Background: an optimization exercise with open tools, aiming at small area, a short achievable clock period and few clock cycles per item. Do not read the settings as production practice.
RTL that was checked went through simulation tests only; none was proved equivalent to the original.
Power and IR drop assume default switching activity.

==> 01-09: inputs <==
Design modbus_master, start of the top module:
module modbus_master #(
    parameter COUNT_MAX = 125
) (
    input  wire        clk,
    input  wire        rst,           
    input  wire        req_valid,
    output wire        req_ready,
    input  wire [7:0]  req_slave,
    input  wire [15:0] req_addr,
    input  wire [15:0] req_count,
    output wire        tx_valid,
    input  wire        tx_ready,
    output wire [7:0]  tx_data,
    input  wire        rx_valid,
    output wire        rx_ready,
    input  wire [7:0]  rx_data,
    input  wire        tmo,
    output wire        res_valid,
    input  wire        res_ready,
    output wire [15:0] res_data,
    output wire [2:0]  res_status,
    output wire        res_last
);
    localparam [2:0] ST_OK        = 3'd0,
                     ST_TIMEOUT   = 3'd1,
                     ST_CRC16     = 3'd2,
                     ST_ADDR_FUNC = 3'd3,
                     ST_LENGTH    = 3'd4,
                     ST_REFUSED   = 3'd5;
    localparam NW = 125;            
    localparam QD = 4;              
    localparam QB = 2;              
    reg  [7:0]  g;                  
    reg  [6:0]  p;                  
    reg         idle;               
    reg         frz;                
    reg  [7:0]  slave;
    reg  [15:0] addr;
    reg  [6:0]  count;
    reg         big;                
    reg  [6:0]  acount;             
    reg  [QB:0] owed;               
    reg         rdy_q;
    reg         refp;               
    reg         txv;
    reg  [7:0]  txd;
    reg  [2:0]  txc;
    reg  [15:0] crc;
    reg         inwin;              
    reg         rxr;
    reg  [1:0]  hdr;                
    reg  [8:0]  left;               
    reg         par;                
    reg  [7:0]  rxd_q;              
    reg         vq;
    reg         qb0, qb1, qb2, qhi, qlo, qc0, qc1;
    reg         tq;                 
    reg         bad_af, bad_len, bad_crc;
    reg  [7:0]  hb;                 
    reg         w0;                 
    reg  [7:0]  tgtm;               
    reg  [6:0]  s0m;                
    reg  [8:0]  iage;               
    reg  [2:0]  q_st  [0:QD-1];
    reg  [6:0]  q_cnt [0:QD-1];
    reg  [6:0]  q_s0  [0:QD-1];
    reg  [QB-1:0] qwp, qrp;
    reg  [QB:0] qn;
  ...
Settings: LEC_CHECK=0, CAP_MARGIN=20, CORE_MARGIN=2, CORE_UTILIZATION=55, CTS_BUF_LIST=sky130_fd_sc_hd__clkbuf_8, CTS_CLUSTER_SIZE=30, PLACE_DENSITY=0.7, SETUP_SLACK_MARGIN=5, SLEW_MARGIN=20; clock period 9.0 ns.
run.sh (not shown) runs the stock make flow with config.mk's settings and CLKGATE_MAP_FILE= SYNTH_SCRIPT=/design/flow/synth_recipe.tcl, a recipe that flattens the netlist after the stock synthesis.
==> inputs of 05-12, as changes to 01-09 <==
--- a/flow/design.v
+++ b/flow/design.v
@@ -35,15 +35,14 @@
     reg         idle;               
     reg         frz;                
     reg  [7:0]  slave;
     reg  [15:0] addr;
     reg  [6:0]  count;
     reg         big;                
     reg  [6:0]  acount;             
-    reg  [QB:0] owed;               
     reg         rdy_q;
     reg         refp;               
     reg         txv;
     reg  [7:0]  txd;
     reg  [2:0]  txc;
     reg  [15:0] crc;
     reg         inwin;              
@@ -92,30 +91,33 @@
         for (k = 0; k < 8; k = k + 1)
             crc_next = crc_next[0] ? ((crc_next >> 1) ^ 16'hA001) : (crc_next >> 1);
     end
     wire       fin = vq && qc1;
     wire [2:0] fin_st = (bad_crc || rxd_q != crc[15:8]) ? ST_CRC16 :
                         bad_af  ? ST_ADDR_FUNC :
                         bad_len ? ST_LENGTH : ST_OK;
-    wire       push = fin || tq || refp;
-    wire [2:0] push_st = refp ? ST_REFUSED : tq ? ST_TIMEOUT : fin_st;
+    wire       room = (qn != QD);
+    wire       push = fin || ((tq || refp) && room);
+    wire [2:0] push_st = tq ? ST_TIMEOUT : refp ? ST_REFUSED : fin_st;
     wire [6:0] push_cnt = (fin && fin_st == ST_OK) ? acount : 7'd0;
     wire [QD-1:0] q_has;
     genvar gi;
     generate for (gi = 0; gi < QD; gi = gi + 1) begin : g_has
         wire [QB-1:0] off = gi[QB-1:0] - qrp;
         assign q_has[gi] = ({1'b0, off} < qn) && (q_cnt[gi] != 7'd0);
     end endgenerate
     wire dv = (rd_act && rd_rem != 7'd0) || (|q_has);
     wire cur_lo  = (hdr == 2'd3) && (left > 9'd2) && par;
     wire cur_hi  = (hdr == 2'd3) && (left > 9'd2) && !par;
     wire al      = (vq && qlo) || (w0 ? g[0] : (g == tgtm));
     wire guard   = dv && (dsat || dage >= 2*NW - 10);
     wire lo_blk  = !al || guard;
     wire last_now = (left == 9'd1);
+    wire last_nxt = rx_hs ? (left == 9'd2) : last_now;
+    wire fin_blk  = !room || tq || refp;
     wire tmo_hit = inwin && tmo && !(rx_hs && last_now);
     wire win_end = inwin && (tmo_hit || (rx_hs && last_now));
     wire rdw_c = rd_act && rd_rem != 7'd0;        
     wire rds_c = rd_act && rd_rem == 7'd0;        
     wire free  = !rv || res_ready;
     wire rd_word = free && rdw_c;
     wire qne   = (qn != 0);
@@ -125,55 +127,53 @@
     wire [6:0] x_m1 = (x == 7'd0) ? NW - 1 : x - 7'd1;
     wire [6:0] x_p1 = (x == NW - 1) ? 7'd0 : x + 7'd1;
     wire res_done = rv && res_ready && rlast;
     always @(posedge clk) begin
         if (rst) begin
             g <= 8'd0; p <= 7'd0;
             idle <= 1'b1; frz <= 1'b0; rdy_q <= 1'b0; refp <= 1'b0;
-            owed <= 0;
             txv <= 1'b0;
             inwin <= 1'b0; rxr <= 1'b0; tq <= 1'b0;
             w0 <= 1'b1;
             qwp <= 0; qrp <= 0; qn <= 0;
             rd_act <= 1'b0; rv <= 1'b0;
         end else begin
             g <= (g == 2*NW - 1) ? 8'd0 : g + 8'd1;
             p <= (p == NW - 1) ? 7'd0 : p + 7'd1;
             rdy_q <= ((idle && !(req_hs && !big)) || win_end) &&
-                     req_valid && !frz && !req_hs && (owed < QD || res_done);
-            refp <= req_hs && big;
+                     req_valid && !frz && !req_hs && !(refp && !(room && !tq)) &&
+                     !(tq && !room) && !(win_end && tmo_hit);
+            if (req_hs && big)
+                refp <= 1'b1;
+            else if (refp && room && !tq)
+                refp <= 1'b0;
             if (req_hs && !big) begin
                 idle <= 1'b0;
                 frz  <= 1'b1;
                 txv  <= 1'b1;
             end
             if (vq && qb0) frz <= 1'b0;
             if (win_end && tmo_hit) frz <= 1'b0;
-            case ({req_hs, res_done})
-                2'b10: owed <= owed + 1'b1;
-                2'b01: owed <= owed - 1'b1;
-                default: ;
-            endcase
             if (tx_hs && txc == 3'd7) begin
                 txv   <= 1'b0;
                 inwin <= 1'b1;
                 rxr   <= 1'b1;
                 w0    <= 1'b1;
             end
             if (inwin) begin
                 if (win_end) begin
                     inwin <= 1'b0;
                     rxr   <= 1'b0;
                     idle  <= 1'b1;
                     tq    <= tmo_hit;
                 end else begin
-                    rxr <= !((rx_hs ? cur_hi : cur_lo) && lo_blk);
+                    rxr <= !(((rx_hs ? cur_hi : cur_lo) && lo_blk) || (last_nxt && fin_blk));
                 end
             end
-            if (tq) tq <= 1'b0;
+            if (tq && room) tq <= 1'b0;
             if (we) w0 <= 1'b0;
             if (push) qwp <= qwp + 1'b1;
             if (pop) qrp <= qrp + 1'b1;
             case ({push, pop})
                 2'b10: qn <= qn + 1'b1;
                 2'b01: qn <= qn - 1'b1;
                 default: ;
Settings changed: CTS_BUF_LIST sky130_fd_sc_hd__clkbuf_8 to not set, CTS_CLUSTER_DIAMETER set to 75.
==> inputs of 06-04, as changes to 01-09 <==
--- a/flow/design.v
+++ b/flow/design.v
@@ -35,15 +35,14 @@
     reg         idle;               
     reg         frz;                
     reg  [7:0]  slave;
     reg  [15:0] addr;
     reg  [6:0]  count;
     reg         big;                
     reg  [6:0]  acount;             
-    reg  [QB:0] owed;               
     reg         rdy_q;
     reg         refp;               
     reg         txv;
     reg  [7:0]  txd;
     reg  [2:0]  txc;
     reg  [15:0] crc;
     reg         inwin;              
@@ -61,15 +60,15 @@
     reg  [7:0]  tgtm;               
     reg  [6:0]  s0m;                
     reg  [8:0]  iage;               
     reg  [2:0]  q_st  [0:QD-1];
     reg  [6:0]  q_cnt [0:QD-1];
     reg  [6:0]  q_s0  [0:QD-1];
     reg  [QB-1:0] qwp, qrp;
-    reg  [QB:0] qn;
+    reg  [QD-1:0] q_v;              
     reg         rd_act;             
     reg  [2:0]  rd_st;
     reg  [6:0]  rd_rem;             
     reg  [6:0]  x;                  
     reg  [8:0]  dage;               
     reg         dsat;
     reg         rv;
@@ -82,106 +81,105 @@
     reg  [16*NW-1:0] ring;
     wire [15:0] rword = ring[x*16 +: 16];
     wire        we = vq && qlo;
     always @(posedge clk)
         ring <= {ring[16*(NW-1)-1:0], we ? {hb, rxd_q} : ring[16*NW-1 -: 16]};
     wire [7:0] crc_in = inwin ? rxd_q : txd;
     reg [15:0] crc_next;
-    integer k;
+    integer k, qi;
     always @(*) begin
         crc_next = crc ^ {8'h00, crc_in};
         for (k = 0; k < 8; k = k + 1)
             crc_next = crc_next[0] ? ((crc_next >> 1) ^ 16'hA001) : (crc_next >> 1);
     end
     wire       fin = vq && qc1;
     wire [2:0] fin_st = (bad_crc || rxd_q != crc[15:8]) ? ST_CRC16 :
                         bad_af  ? ST_ADDR_FUNC :
                         bad_len ? ST_LENGTH : ST_OK;
-    wire       push = fin || tq || refp;
-    wire [2:0] push_st = refp ? ST_REFUSED : tq ? ST_TIMEOUT : fin_st;
+    wire       room = !(&q_v);
+    wire       push = fin || ((tq || refp) && room);
+    wire [2:0] push_st = tq ? ST_TIMEOUT : refp ? ST_REFUSED : fin_st;
     wire [6:0] push_cnt = (fin && fin_st == ST_OK) ? acount : 7'd0;
     wire [QD-1:0] q_has;
     genvar gi;
     generate for (gi = 0; gi < QD; gi = gi + 1) begin : g_has
-        wire [QB-1:0] off = gi[QB-1:0] - qrp;
-        assign q_has[gi] = ({1'b0, off} < qn) && (q_cnt[gi] != 7'd0);
+        assign q_has[gi] = q_v[gi] && (q_cnt[gi] != 7'd0);
     end endgenerate
     wire dv = (rd_act && rd_rem != 7'd0) || (|q_has);
     wire cur_lo  = (hdr == 2'd3) && (left > 9'd2) && par;
     wire cur_hi  = (hdr == 2'd3) && (left > 9'd2) && !par;
     wire al      = (vq && qlo) || (w0 ? g[0] : (g == tgtm));
     wire guard   = dv && (dsat || dage >= 2*NW - 10);
     wire lo_blk  = !al || guard;
     wire last_now = (left == 9'd1);
+    wire last_nxt = rx_hs ? (left == 9'd2) : last_now;
+    wire fin_blk  = !room || tq || refp;
     wire tmo_hit = inwin && tmo && !(rx_hs && last_now);
     wire win_end = inwin && (tmo_hit || (rx_hs && last_now));
     wire rdw_c = rd_act && rd_rem != 7'd0;        
     wire rds_c = rd_act && rd_rem == 7'd0;        
     wire free  = !rv || res_ready;
     wire rd_word = free && rdw_c;
-    wire qne   = (qn != 0);
+    wire qne   = |q_v;
     wire pop   = qne && (!rd_act || (rds_c && free));
     wire [7:0] xs = {1'b0, p} - {1'b0, q_s0[qrp]};
     wire [6:0] xl = xs[7] ? xs[6:0] + NW : xs[6:0];
     wire [6:0] x_m1 = (x == 7'd0) ? NW - 1 : x - 7'd1;
     wire [6:0] x_p1 = (x == NW - 1) ? 7'd0 : x + 7'd1;
     wire res_done = rv && res_ready && rlast;
     always @(posedge clk) begin
         if (rst) begin
             g <= 8'd0; p <= 7'd0;
             idle <= 1'b1; frz <= 1'b0; rdy_q <= 1'b0; refp <= 1'b0;
-            owed <= 0;
             txv <= 1'b0;
             inwin <= 1'b0; rxr <= 1'b0; tq <= 1'b0;
             w0 <= 1'b1;
-            qwp <= 0; qrp <= 0; qn <= 0;
+            qwp <= 0; qrp <= 0; q_v <= 0;
             rd_act <= 1'b0; rv <= 1'b0;
         end else begin
             g <= (g == 2*NW - 1) ? 8'd0 : g + 8'd1;
             p <= (p == NW - 1) ? 7'd0 : p + 7'd1;
             rdy_q <= ((idle && !(req_hs && !big)) || win_end) &&
-                     req_valid && !frz && !req_hs && (owed < QD || res_done);
-            refp <= req_hs && big;
+                     req_valid && !frz && !req_hs && !(refp && !(room && !tq)) &&
+                     !(tq && !room) && !(win_end && tmo_hit);
+            if (req_hs && big)
+                refp <= 1'b1;
+            else if (refp && room && !tq)
+                refp <= 1'b0;
             if (req_hs && !big) begin
                 idle <= 1'b0;
                 frz  <= 1'b1;
                 txv  <= 1'b1;
             end
             if (vq && qb0) frz <= 1'b0;
             if (win_end && tmo_hit) frz <= 1'b0;
-            case ({req_hs, res_done})
-                2'b10: owed <= owed + 1'b1;
-                2'b01: owed <= owed - 1'b1;
-                default: ;
-            endcase
             if (tx_hs && txc == 3'd7) begin
                 txv   <= 1'b0;
                 inwin <= 1'b1;
                 rxr   <= 1'b1;
                 w0    <= 1'b1;
             end
             if (inwin) begin
                 if (win_end) begin
                     inwin <= 1'b0;
                     rxr   <= 1'b0;
                     idle  <= 1'b1;
                     tq    <= tmo_hit;
                 end else begin
-                    rxr <= !((rx_hs ? cur_hi : cur_lo) && lo_blk);
+                    rxr <= !(((rx_hs ? cur_hi : cur_lo) && lo_blk) || (last_nxt && fin_blk));
                 end
             end
-            if (tq) tq <= 1'b0;
+            if (tq && room) tq <= 1'b0;
             if (we) w0 <= 1'b0;
             if (push) qwp <= qwp + 1'b1;
             if (pop) qrp <= qrp + 1'b1;
-            case ({push, pop})
-                2'b10: qn <= qn + 1'b1;
-                2'b01: qn <= qn - 1'b1;
-                default: ;
-            endcase
+            for (qi = 0; qi < QD; qi = qi + 1) begin
+                if (push && qwp == qi) q_v[qi] <= 1'b1;
+                else if (pop && qrp == qi) q_v[qi] <= 1'b0;
+            end
             if (pop)
                 rd_act <= 1'b1;
             else if (rds_c && free)
                 rd_act <= 1'b0;
             if (free)
                 rv <= rd_act;
         end
==> flow/flow/run.sh (new file) <==
#!/bin/bash
set -euo pipefail
bash standard.sh SETUP_SLACK_MARGIN=6.05 finish > orfs_make.log 2>&1
==> flow/standard.sh (new file) <==
#!/bin/bash
# synth_recipe.tcl (not shown) runs the flow's synth.tcl, then flattens the netlist and writes it again
# the make line also repeats each setting of config.mk as NAME=value (left out here)
make -C /OpenROAD-flow-scripts/flow DESIGN_CONFIG=/design/flow/config.mk WORK_HOME=/design/flow/orfs CLKGATE_MAP_FILE= SYNTH_SCRIPT=/design/flow/synth_recipe.tcl "${@:-finish}"
Settings changed: CORE_UTILIZATION 55 to 68, CTS_BUF_LIST sky130_fd_sc_hd__clkbuf_8 to not set, CTS_CLUSTER_DIAMETER set to 75, PLACE_DENSITY 0.7 to 0.8, SETUP_SLACK_MARGIN 5 to not set.
removed: flow/run.sh
==> inputs of 08-21, as changes to 01-09 <==
--- a/flow/design.v
+++ b/flow/design.v
@@ -35,15 +35,14 @@
     reg         idle;               
     reg         frz;                
     reg  [7:0]  slave;
     reg  [15:0] addr;
     reg  [6:0]  count;
     reg         big;                
     reg  [6:0]  acount;             
-    reg  [QB:0] owed;               
     reg         rdy_q;
     reg         refp;               
     reg         txv;
     reg  [7:0]  txd;
     reg  [2:0]  txc;
     reg  [15:0] crc;
     reg         inwin;              
@@ -61,15 +60,15 @@
     reg  [7:0]  tgtm;               
     reg  [6:0]  s0m;                
     reg  [8:0]  iage;               
     reg  [2:0]  q_st  [0:QD-1];
     reg  [6:0]  q_cnt [0:QD-1];
     reg  [6:0]  q_s0  [0:QD-1];
     reg  [QB-1:0] qwp, qrp;
-    reg  [QB:0] qn;
+    reg  [QD-1:0] q_v;              
     reg         rd_act;             
     reg  [2:0]  rd_st;
     reg  [6:0]  rd_rem;             
     reg  [6:0]  x;                  
     reg  [8:0]  dage;               
     reg         dsat;
     reg         rv;
@@ -82,106 +81,105 @@
     reg  [16*NW-1:0] ring;
     wire [15:0] rword = ring[x*16 +: 16];
     wire        we = vq && qlo;
     always @(posedge clk)
         ring <= {ring[16*(NW-1)-1:0], we ? {hb, rxd_q} : ring[16*NW-1 -: 16]};
     wire [7:0] crc_in = inwin ? rxd_q : txd;
     reg [15:0] crc_next;
-    integer k;
+    integer k, qi;
     always @(*) begin
         crc_next = crc ^ {8'h00, crc_in};
         for (k = 0; k < 8; k = k + 1)
             crc_next = crc_next[0] ? ((crc_next >> 1) ^ 16'hA001) : (crc_next >> 1);
     end
     wire       fin = vq && qc1;
     wire [2:0] fin_st = (bad_crc || rxd_q != crc[15:8]) ? ST_CRC16 :
                         bad_af  ? ST_ADDR_FUNC :
                         bad_len ? ST_LENGTH : ST_OK;
-    wire       push = fin || tq || refp;
-    wire [2:0] push_st = refp ? ST_REFUSED : tq ? ST_TIMEOUT : fin_st;
+    wire       room = !(&q_v);
+    wire       push = fin || ((tq || refp) && room);
+    wire [2:0] push_st = tq ? ST_TIMEOUT : refp ? ST_REFUSED : fin_st;
     wire [6:0] push_cnt = (fin && fin_st == ST_OK) ? acount : 7'd0;
     wire [QD-1:0] q_has;
     genvar gi;
     generate for (gi = 0; gi < QD; gi = gi + 1) begin : g_has
-        wire [QB-1:0] off = gi[QB-1:0] - qrp;
-        assign q_has[gi] = ({1'b0, off} < qn) && (q_cnt[gi] != 7'd0);
+        assign q_has[gi] = q_v[gi] && (q_cnt[gi] != 7'd0);
     end endgenerate
     wire dv = (rd_act && rd_rem != 7'd0) || (|q_has);
     wire cur_lo  = (hdr == 2'd3) && (left > 9'd2) && par;
     wire cur_hi  = (hdr == 2'd3) && (left > 9'd2) && !par;
     wire al      = (vq && qlo) || (w0 ? g[0] : (g == tgtm));
     wire guard   = dv && (dsat || dage >= 2*NW - 10);
     wire lo_blk  = !al || guard;
     wire last_now = (left == 9'd1);
+    wire last_nxt = rx_hs ? (left == 9'd2) : last_now;
+    wire fin_blk  = !room || tq || refp;
     wire tmo_hit = inwin && tmo && !(rx_hs && last_now);
     wire win_end = inwin && (tmo_hit || (rx_hs && last_now));
     wire rdw_c = rd_act && rd_rem != 7'd0;        
     wire rds_c = rd_act && rd_rem == 7'd0;        
     wire free  = !rv || res_ready;
     wire rd_word = free && rdw_c;
-    wire qne   = (qn != 0);
+    wire qne   = |q_v;
     wire pop   = qne && (!rd_act || (rds_c && free));
     wire [7:0] xs = {1'b0, p} - {1'b0, q_s0[qrp]};
     wire [6:0] xl = xs[7] ? xs[6:0] + NW : xs[6:0];
     wire [6:0] x_m1 = (x == 7'd0) ? NW - 1 : x - 7'd1;
     wire [6:0] x_p1 = (x == NW - 1) ? 7'd0 : x + 7'd1;
     wire res_done = rv && res_ready && rlast;
     always @(posedge clk) begin
         if (rst) begin
             g <= 8'd0; p <= 7'd0;
             idle <= 1'b1; frz <= 1'b0; rdy_q <= 1'b0; refp <= 1'b0;
-            owed <= 0;
             txv <= 1'b0;
             inwin <= 1'b0; rxr <= 1'b0; tq <= 1'b0;
             w0 <= 1'b1;
-            qwp <= 0; qrp <= 0; qn <= 0;
+            qwp <= 0; qrp <= 0; q_v <= 0;
             rd_act <= 1'b0; rv <= 1'b0;
         end else begin
             g <= (g == 2*NW - 1) ? 8'd0 : g + 8'd1;
             p <= (p == NW - 1) ? 7'd0 : p + 7'd1;
             rdy_q <= ((idle && !(req_hs && !big)) || win_end) &&
-                     req_valid && !frz && !req_hs && (owed < QD || res_done);
-            refp <= req_hs && big;
+                     req_valid && !frz && !req_hs && !(refp && !(room && !tq)) &&
+                     !(tq && !room) && !(win_end && tmo_hit);
+            if (req_hs && big)
+                refp <= 1'b1;
+            else if (refp && room && !tq)
+                refp <= 1'b0;
             if (req_hs && !big) begin
                 idle <= 1'b0;
                 frz  <= 1'b1;
                 txv  <= 1'b1;
             end
             if (vq && qb0) frz <= 1'b0;
             if (win_end && tmo_hit) frz <= 1'b0;
-            case ({req_hs, res_done})
-                2'b10: owed <= owed + 1'b1;
-                2'b01: owed <= owed - 1'b1;
-                default: ;
-            endcase
             if (tx_hs && txc == 3'd7) begin
                 txv   <= 1'b0;
                 inwin <= 1'b1;
                 rxr   <= 1'b1;
                 w0    <= 1'b1;
             end
             if (inwin) begin
                 if (win_end) begin
                     inwin <= 1'b0;
                     rxr   <= 1'b0;
                     idle  <= 1'b1;
                     tq    <= tmo_hit;
                 end else begin
-                    rxr <= !((rx_hs ? cur_hi : cur_lo) && lo_blk);
+                    rxr <= !(((rx_hs ? cur_hi : cur_lo) && lo_blk) || (last_nxt && fin_blk));
                 end
             end
-            if (tq) tq <= 1'b0;
+            if (tq && room) tq <= 1'b0;
             if (we) w0 <= 1'b0;
             if (push) qwp <= qwp + 1'b1;
             if (pop) qrp <= qrp + 1'b1;
-            case ({push, pop})
-                2'b10: qn <= qn + 1'b1;
-                2'b01: qn <= qn - 1'b1;
-                default: ;
-            endcase
+            for (qi = 0; qi < QD; qi = qi + 1) begin
+                if (push && qwp == qi) q_v[qi] <= 1'b1;
+                else if (pop && qrp == qi) q_v[qi] <= 1'b0;
+            end
             if (pop)
                 rd_act <= 1'b1;
             else if (rds_c && free)
                 rd_act <= 1'b0;
             if (free)
                 rv <= rd_act;
         end
Settings changed: CTS_BUF_LIST sky130_fd_sc_hd__clkbuf_8 to not set, CTS_CLUSTER_DIAMETER set to 75.
==> comparison table <==
|  | 01-09 | 08-21 | 05-12 | 06-04 |
|---|---|---|---|---|
| Status | complete, no violations | complete, no violations | complete, no violations | complete, no violations |
| Clock network latency to the later pin of the worst-skew pair | 0.99 ns | 0.71 ns | 0.71 ns | 0.71 ns |
| Area Growth Syn to Fin | 13.1% | 7.48% | 7.81% | 8.67% |
| Power Dens Cells | 296 nW/um^2 | 260 nW/um^2 | 266 nW/um^2 | 263 nW/um^2 |
| Hold path start | ring[1206] | ring[1481] | ring[1342] | ring[1201] |
| Post_cts resized | 6 | 5 | 1 | 211 |
| Critical Path Stages | 1 | 8 | 12 | 1 |
| Combined area of the multi-input logic cells | 20400 um^2 | 20300 um^2 | 20200 um^2 | 20500 um^2 |
| Fraction of met1 tracks used by global routing | 29.0% | 29.9% | 27.8% | 38.6% |
| Met2 layer usage reported by global route | 31.7% | 30.5% | 29.3% | 40.0% |
| Multiplexer area fraction after synthesis | 19.9% | 20.8% | 21.5% | 20.8% |
| Leakage power figure | 29.8 nW | 27.5 nW | 27.2 nW | 28.1 nW |
| Setup slack of the worst register-to-register path | 5.24 ns | 5.06 ns | 5.27 ns | 5.95 ns |
| Slack of the critical path | 5.12 ns | 5.06 ns | 5.19 ns | 5.73 ns |
Testbench counts of 05-12, summed over its fixed seeds: cycles 16,705, transactions 320.
Testbench counts of 06-04, summed over its fixed seeds: cycles 16,705, transactions 320.
Testbench counts of 08-21, summed over its fixed seeds: cycles 16,705, transactions 320.
Function not checked in 01-09: the RTL went through the layout flow alone.

afterwards: timing with drivers on the ports:
How much do the figures lean on ideal ports? The routed layouts below were timed once more, with nothing changed but the port constraints.
Step 1: set_driving_cell puts a clkbuf_16 on clk and a buf_2 on each other input, an assumption about the parent block.
Step 2 adds t to the input delays and takes it off the output delays; t is the mean of the earliest and latest rising clock arrival at the registers after step 1. Input paths then give back, and output paths get back, about the clock's delay inside the block.
Slacks: no drivers / after step 1 / after step 2; pairs: no drivers / after step 1.
run | shift t [ns] | slack for setup (ns) | hold slack, ns | clock arrival spread, ns
01-09 | 1.040 | 5.120 / 5.049 / 4.226 | 0.308 / 0.308 / 0.308 | 0.049 / 0.048
05-12 | 0.766 | 5.188 / 5.231 / 4.465 | 0.329 / 0.329 / 0.329 | 0.053 / 0.053
06-04 | 0.772 | 5.733 / 5.655 / 5.381 | 0.335 / 0.335 / 0.335 | 0.036 / 0.035
08-21 | 0.771 | 5.057 / 5.057 / 4.463 | 0.331 / 0.331 / 0.331 | 0.029 / 0.030
After both steps every run listed still meets setup and hold. The setup slack of 01-09, which loses most, moves by -0.071 ns with the drivers and by -0.894 ns with both steps.
